This is an optimization exercise on Yosys and OpenROAD, whose aim is small area, not a production implementation. RTL that was checked went through simulation tests only; none was proved equivalent to the original. No driver is modelled on the clock port, so clock power and skew are understated where the tree is cut down; a real chip needs a root buffer or a tree. Power is estimated from default activity; no workload was simulated.

== lane 1 ==
==> flow/design.v (excerpt) <==
module zcpd_core (
    input  wire        clk,
    input  wire        rst_n,
    input  wire        op_valid,
    input  wire [23:0] op_word,
    output reg  [15:0] rdata,
    output reg         rdata_valid,
    output wire        gate_out,
    output wire        heartbeat_out,
    output wire        cal_done
);
    reg        zc_prev;
    reg [15:0] guard;
    reg [2:0]  cal_phase;
    reg [15:0] cnt;          
    reg [10:0] cal_sum;
    reg [2:0]  cal_idx;
    reg [7:0]  ctrl_state;
    reg        gate;
    reg        heartbeat;
    reg [15:0] dim_target;
    reg [3:0]  rd_addr;
    wire mode = cal_phase[2] & cal_phase[0];
    function [15:0] inc16(input [15:0] a, input ci);    
        integer i;
        reg c;
        begin
            c = ci;
            for (i = 0; i < 16; i = i + 1) begin
                inc16[i] = a[i] ^ c;
                c = c & a[i];
            end
        end
    endfunction
  ...
clock: 25.0 ns
lec_check: 0
cap_margin: 20
core_margin: 2
core_utilization: 40
gpl_timing_driven: 0
place_density: 0.6
slew_margin: 20
standard.sh (not shown) runs the stock make flow with config.mk's settings and CLKGATE_MAP_FILE= SYNTH_SCRIPT=/design/flow/synth_recipe.tcl, a recipe that flattens the netlist after the stock synthesis.
==> flow/flow/run.sh <==
#!/bin/bash
# Layout flow: the standard synthesis, then a stronger area-oriented
# re-mapping of its combinational logic (every register instance of the
# standard synthesis is kept as is), then the standard ORFS flow from the
# floorplan on, with port buffers of the smallest buffer cell and a clock
# tree of the buffers and clustering given in cts_args.txt, without dummy loads.
set -uo pipefail
HERE=$(pwd)
RES=$HERE/orfs/results/$FLOW_PLATFORM/zcpd_core/base

bash standard.sh synth > synth_std.log 2>&1 || { echo "standard synth failed"; exit 1; }
cp $RES/1_2_yosys.v $HERE/std_netlist.v

cp $HERE/flow/resynth.abc $HERE/resynth.abc
yosys -c $HERE/flow/resynth.tcl > resynth.log 2>&1
ok=0
if [[ -s $HERE/resynth_netlist.v ]]; then
  # the registers (instance name and cell type) must be exactly the standard ones
  regs() { grep -E "^\s*sky130_fd_sc_hd__(df|edf|sdf|dl)[a-z0-9_]* " "$1" | sed 's/(.*//; s/ *$//' | sort; }
  regs $HERE/std_netlist.v > regs_std.txt
  regs $HERE/resynth_netlist.v > regs_new.txt
  if cmp -s regs_std.txt regs_new.txt && [[ $(wc -l < regs_std.txt) -gt 0 ]]; then ok=1; fi
fi
if [[ $ok == 1 ]]; then
  echo "using re-mapped netlist" | tee flow_choice.log
  cp $HERE/resynth_netlist.v $RES/1_2_yosys.v
  rm -f $RES/1_synth.odb $RES/1_synth.sdc
else
  echo "re-mapping rejected, using the standard netlist" | tee flow_choice.log
fi

CTS_ARGS="$(cat $HERE/flow/cts_args.txt)"
echo "CTS_ARGS: $CTS_ARGS"
bash standard.sh BUFFER_PORTS_ARGS="-buffer_cell sky130_fd_sc_hd__buf_1" \
  CTS_ARGS="$CTS_ARGS" finish > layout.log 2>&1
status=$?
tail -20 layout.log
exit $status
==> flow/flow/cts_args.txt <==
-sink_clustering_enable -repair_clock_nets -dont_use_dummy_load -buf_list sky130_fd_sc_hd__clkbuf_4 -root_buf sky130_fd_sc_hd__clkbuf_4 -sink_clustering_size 20 -sink_clustering_max_diameter 100
Other scripts of this flow, unchanged in this note and not shown: flow/flow/resynth.abc, flow/flow/resynth.tcl
Lane 1 | stages: all done | timing, DRC, antenna: all pass
The inputs of lane 2 differ from those of lane 1 as listed below.
==> flow/flow/cts_args.txt <==
-sink_clustering_enable -repair_clock_nets -dont_use_dummy_load -buf_list sky130_fd_sc_hd__clkbuf_8 -root_buf sky130_fd_sc_hd__clkbuf_8 -sink_clustering_size 30 -sink_clustering_max_diameter 120
==> comparison <==
- Lane 2 against lane 1: proportion of cell area occupied by multi-input gates went down 0.65 points; met1 routed wirelength after detailed routing went up 2.2%; post-detailed-routing wire length barely changed.
- Relative to lane 1, cell area has increased by 1.2% in lane 2.
No functional check of the RTL was part of any run of this note.


zcpd_core, a different RTL version from the one above (not shown whole).
Size in the first run: ~540 cells after synthesis, about 47 I/O pins.
clock: 25.0 ns
lec_check: 0
cap_margin: 20
core_margin: 2
core_utilization: 40
gpl_timing_driven: 0
place_density: 0.6
slew_margin: 20
==> flow/flow/run.sh <==
#!/bin/bash
# Layout flow: the standard synthesis, then a stronger area-oriented
# re-mapping of its combinational logic (every register instance of the
# standard synthesis is kept as is, and the result is checked equivalent),
# then the standard ORFS flow from the floorplan on, with port buffers of the
# smallest buffer cell and a clock tree of four clkbuf_16 fed by the clock port
# (ORFS's CTS if that leaves a clock-pin slew near the limit).
set -uo pipefail
HERE=$(pwd)
RES=$HERE/orfs/results/$FLOW_PLATFORM/zcpd_core/base
ROUNDS=${ROUNDS:-4}
DS_T=${DS_T:-120}
SEEDS="0 1 2 P"

bash standard.sh synth > synth_std.log 2>&1 || { echo "standard synth failed"; exit 1; }
cp $RES/1_2_yosys.v $HERE/std_netlist.v

regs() { grep -E "^\s*sky130_fd_sc_hd__(df|edf|sdf|dl)[a-z0-9_]* " "$1" | sed 's/(.*//; s/ *$//' | sort; }
area() { grep "Chip area" "$1" | awk '{print $NF}'; }
regs $HERE/std_netlist.v > regs_std.txt

# Re-mapping: ROUNDS rounds of ABC deepsyn with several seeds, and a plain
# re-mapping, in parallel, each round starting from the smallest netlist so far.
best=$HERE/std_netlist.v
best_area=1e12
for r in $(seq 1 $ROUNDS); do
    for s in $SEEDS; do
    d=$HERE/resynth_r${r}_s${s}
    mkdir -p $d
    cp $best $d/std_netlist.v
    if [[ $s == P ]]; then
      # re-map the best netlist so far with more area recovery
      printf "strash\n&get -n\n&dch -f\n&nf -a -R 1000\n&put\n" > $d/resynth.abc
    else
      printf "strash\n&get -n\n&deepsyn -T $DS_T -S $(( (r - 1) * 3 + s ))\n&dch -f\n&nf -a\n&put\n" > $d/resynth.abc
    fi
    (cd $d && yosys -c $HERE/flow/resynth.tcl > resynth.log 2>&1) &
  done
  wait
  for s in $SEEDS; do
    d=$HERE/resynth_r${r}_s${s}
    [[ -s $d/resynth_netlist.v && -s $d/resynth_stat.txt ]] || continue
    regs $d/resynth_netlist.v > $d/regs.txt
    cmp -s regs_std.txt $d/regs.txt || continue
    a=$(area $d/resynth_stat.txt)
    echo "round $r seed $s: area $a" | tee -a resynth_rounds.log
    if python3 -c "import sys; sys.exit(0 if float('$a') < float('$best_area') else 1)"; then
      best=$d/resynth_netlist.v; best_area=$a
    fi
  done
done
rm -f $HERE/resynth_r*/std_netlist.v

ok=0
if [[ $best != $HERE/std_netlist.v && $(wc -l < regs_std.txt) -gt 0 ]]; then
  cp $best $HERE/resynth_netlist.v
  # equivalence of the re-mapped netlist with the standard one
  yosys -c $HERE/flow/equiv.tcl > equiv.log 2>&1 && ok=1
fi
if [[ $ok == 1 ]]; then
  echo "using re-mapped netlist $best (area $best_area)" | tee flow_choice.log
  cp $HERE/resynth_netlist.v $RES/1_2_yosys.v
  rm -f $RES/1_synth.odb $RES/1_synth.sdc
else
  echo "re-mapping rejected, using the standard netlist" | tee flow_choice.log
fi

CTS_ARGS="$(cat $HERE/flow/cts_args.txt)"
MAKE_ARGS=(BUFFER_PORTS_ARGS="-buffer_cell sky130_fd_sc_hd__buf_1" CTS_ARGS="$CTS_ARGS")
bash standard.sh "${MAKE_ARGS[@]}" place > layout_place.log 2>&1
# Clock tree of a few large clock buffers (cts_step.tcl) in place of CTS; if
# it fails, ORFS's CTS runs instead with CTS_ARGS.
if [[ -f $RES/3_place.odb ]]; then
  HERE=$HERE RES=$RES NCLK=4 CLKBUF=sky130_fd_sc_hd__clkbuf_16 \
    openroad -no_init -exit $HERE/flow/cts_step.tcl > cts_step.log 2>&1 \
    || { echo "manual clock tree failed, using CTS"; rm -f $RES/4_1_cts.odb $RES/4_cts.sdc; }
fi
bash standard.sh "${MAKE_ARGS[@]}" finish > layout.log 2>&1
if [[ -f $RES/6_final.odb && ! -f $RES/used_cts ]]; then
  HERE=$HERE RES=$RES openroad -no_init -exit $HERE/flow/slew_check.tcl > slew_check.log 2>&1
  slew=$(grep CLK_SLEW_MAX slew_check.log | awk '{print $2}')
  echo "largest clock-pin slew with the manual clock tree: $slew" | tee -a flow_choice.log
  if [[ -z "$slew" ]] || python3 -c "import sys; sys.exit(0 if float('$slew') > 0.105 else 1)"; then
    echo "redoing the layout from CTS with ORFS's CTS" | tee -a flow_choice.log
    rm -f $RES/4_1_cts.odb $RES/4_cts.odb $RES/4_cts.sdc $RES/5_* $RES/6_* out/final.def
    touch $RES/used_cts
    bash standard.sh "${MAKE_ARGS[@]}" finish > layout_cts.log 2>&1
  fi
fi
status=$?
tail -20 layout.log
exit $status
==> flow/flow/equiv.tcl <==
# Prove the re-mapped netlist equivalent to the standard synthesis netlist.
yosys -import
set lib $::env(FLOW_HOME)/platforms/sky130hd/lib/sky130_fd_sc_hd__tt_025C_1v80.lib
read_liberty -ignore_miss_func $lib
read_verilog std_netlist.v
yosys rename zcpd_core gold
read_verilog resynth_netlist.v
yosys rename zcpd_core gate
yosys flatten gold gate
equiv_make gold gate eq
hierarchy -top eq
equiv_simple -seq 2
equiv_induct
equiv_status -assert
Other scripts of this flow, unchanged in this note and not shown: flow/flow/cts_args.txt, flow/flow/cts_step.tcl, flow/flow/manual_cts.tcl, flow/flow/resynth.tcl, flow/flow/slew_check.tcl
The first run passed the timing, DRC and antenna checks.
Change:
--- a/flow/flow/run.sh
+++ b/flow/flow/run.sh
@@ -9,7 +9,7 @@
 HERE=$(pwd)
 RES=$HERE/orfs/results/$FLOW_PLATFORM/zcpd_core/base
-ROUNDS=${ROUNDS:-4}
-DS_T=${DS_T:-120}
-SEEDS="0 1 2 P"
+ROUNDS=${ROUNDS:-2}
+DS_T=${DS_T:-300}
+SEEDS="0 1 2 3"
 
 bash standard.sh synth > synth_std.log 2>&1 || { echo "standard synth failed"; exit 1; }
@@ -33,5 +33,5 @@
       printf "strash\n&get -n\n&dch -f\n&nf -a -R 1000\n&put\n" > $d/resynth.abc
     else
-      printf "strash\n&get -n\n&deepsyn -T $DS_T -S $(( (r - 1) * 3 + s ))\n&dch -f\n&nf -a\n&put\n" > $d/resynth.abc
+      printf "strash\n&get -n\n&deepsyn -T $DS_T -S $(( (r - 1) * 4 + s ))\n&dch -f\n&nf -a\n&put\n" > $d/resynth.abc
     fi
     (cd $d && yosys -c $HERE/flow/resynth.tcl > resynth.log 2>&1) &
--- a/flow/flow/equiv.tcl
+++ b/flow/flow/equiv.tcl
@@ -8,4 +8,7 @@
 yosys rename zcpd_core gate
 yosys flatten gold gate
+# match the two netlists on ports and register outputs only: hide the
+# generated internal net names, which may coincide between them
+yosys rename -hide gold/w:_* gate/w:_*
 equiv_make gold gate eq
 hierarchy -top eq
--- a/flow/config.mk
+++ b/flow/config.mk
@@ -6,8 +6,8 @@
 export NUM_CORES = 4
 export LEC_CHECK = 0
-export CAP_MARGIN = 20
+export CAP_MARGIN = 10
 export CORE_MARGIN = 2
-export CORE_UTILIZATION = 40
+export CORE_UTILIZATION = 60
 export GPL_TIMING_DRIVEN = 0
-export PLACE_DENSITY = 0.6
-export SLEW_MARGIN = 20
+export PLACE_DENSITY = 0.7
+export SLEW_MARGIN = 10
Effect: Combinational power stays flat; worst setup slack gains 0.15 ns; routed wire length falls by about 2.4%.
Change:
--- a/flow/config.mk
+++ b/flow/config.mk
@@ -8,6 +8,6 @@
 export CAP_MARGIN = 10
 export CORE_MARGIN = 2
-export CORE_UTILIZATION = 60
+export CORE_UTILIZATION = 40
 export GPL_TIMING_DRIVEN = 0
-export PLACE_DENSITY = 0.7
+export PLACE_DENSITY = 0.6
 export SLEW_MARGIN = 10
Via count decreases by 2.8%.
Die area rises by 47%.
Flip-flop and latch count stays the same.
Clock skew drops by 0.0046 ns.
Maximum frequency increases by 1.7%.
Change:
--- a/flow/flow/equiv.tcl
+++ b/flow/flow/equiv.tcl
@@ -8,7 +8,4 @@
 yosys rename zcpd_core gate
 yosys flatten gold gate
-# match the two netlists on ports and register outputs only: hide the
-# generated internal net names, which may coincide between them
-yosys rename -hide gold/w:_* gate/w:_*
 equiv_make gold gate eq
 hierarchy -top eq
After rerunning:
- final cell count increases by 14%
- wire length rises by 13%
- global-route usage goes down by 1.6 points
- setup slack got worse by 0.85 ns
- die area came out higher by 24%
In every run of this note, the design's own scripts or RTL, not TritonCTS, make the clock network.

## afterwards: timing with drivers on the ports
The flow's constraints put no driver on any port. The routed layouts listed below were extracted and timed again, unchanged, in two steps. Step 1: set_driving_cell puts a clkbuf_16 on clk and a buf_2 on each other input, an assumption about the parent block. Step 2 adds t to the input delays and takes it off the output delays; t is the mean of the earliest and latest rising clock arrival at the registers after step 1. Input paths then give back, and output paths get back, about the clock's delay inside the block. Slacks: ideal ports / drivers / drivers and shift; pairs: ideal ports / drivers.
| run | shift t [ns] | slack for setup (ns) | worst slew at a driven data input, ns |
|---|---|---|---|
| lane 1 | 0.471 | 16.726 / 16.739 / 16.268 | 0.04 |
| lane 2 | 0.392 | 16.654 / 16.671 / 16.279 | 0.04 |
| the first run of note 2 | 0.232 | 15.857 / 15.924 / 15.692 | 0.03 |
| the second run of note 2 | 0.222 | 16.002 / 16.055 / 15.833 | 0.03 |
| the third run of note 2 | 0.228 | 16.152 / 16.211 / 15.983 | 0.03 |
| the fourth run of note 2 | 0.229 | 15.305 / 15.372 / 15.143 | 0.04 |
After both steps setup and hold are still met in every run listed. For lane 1, which loses most, drivers alone change the setup slack by +0.013 ns; drivers and shift together by -0.458 ns.
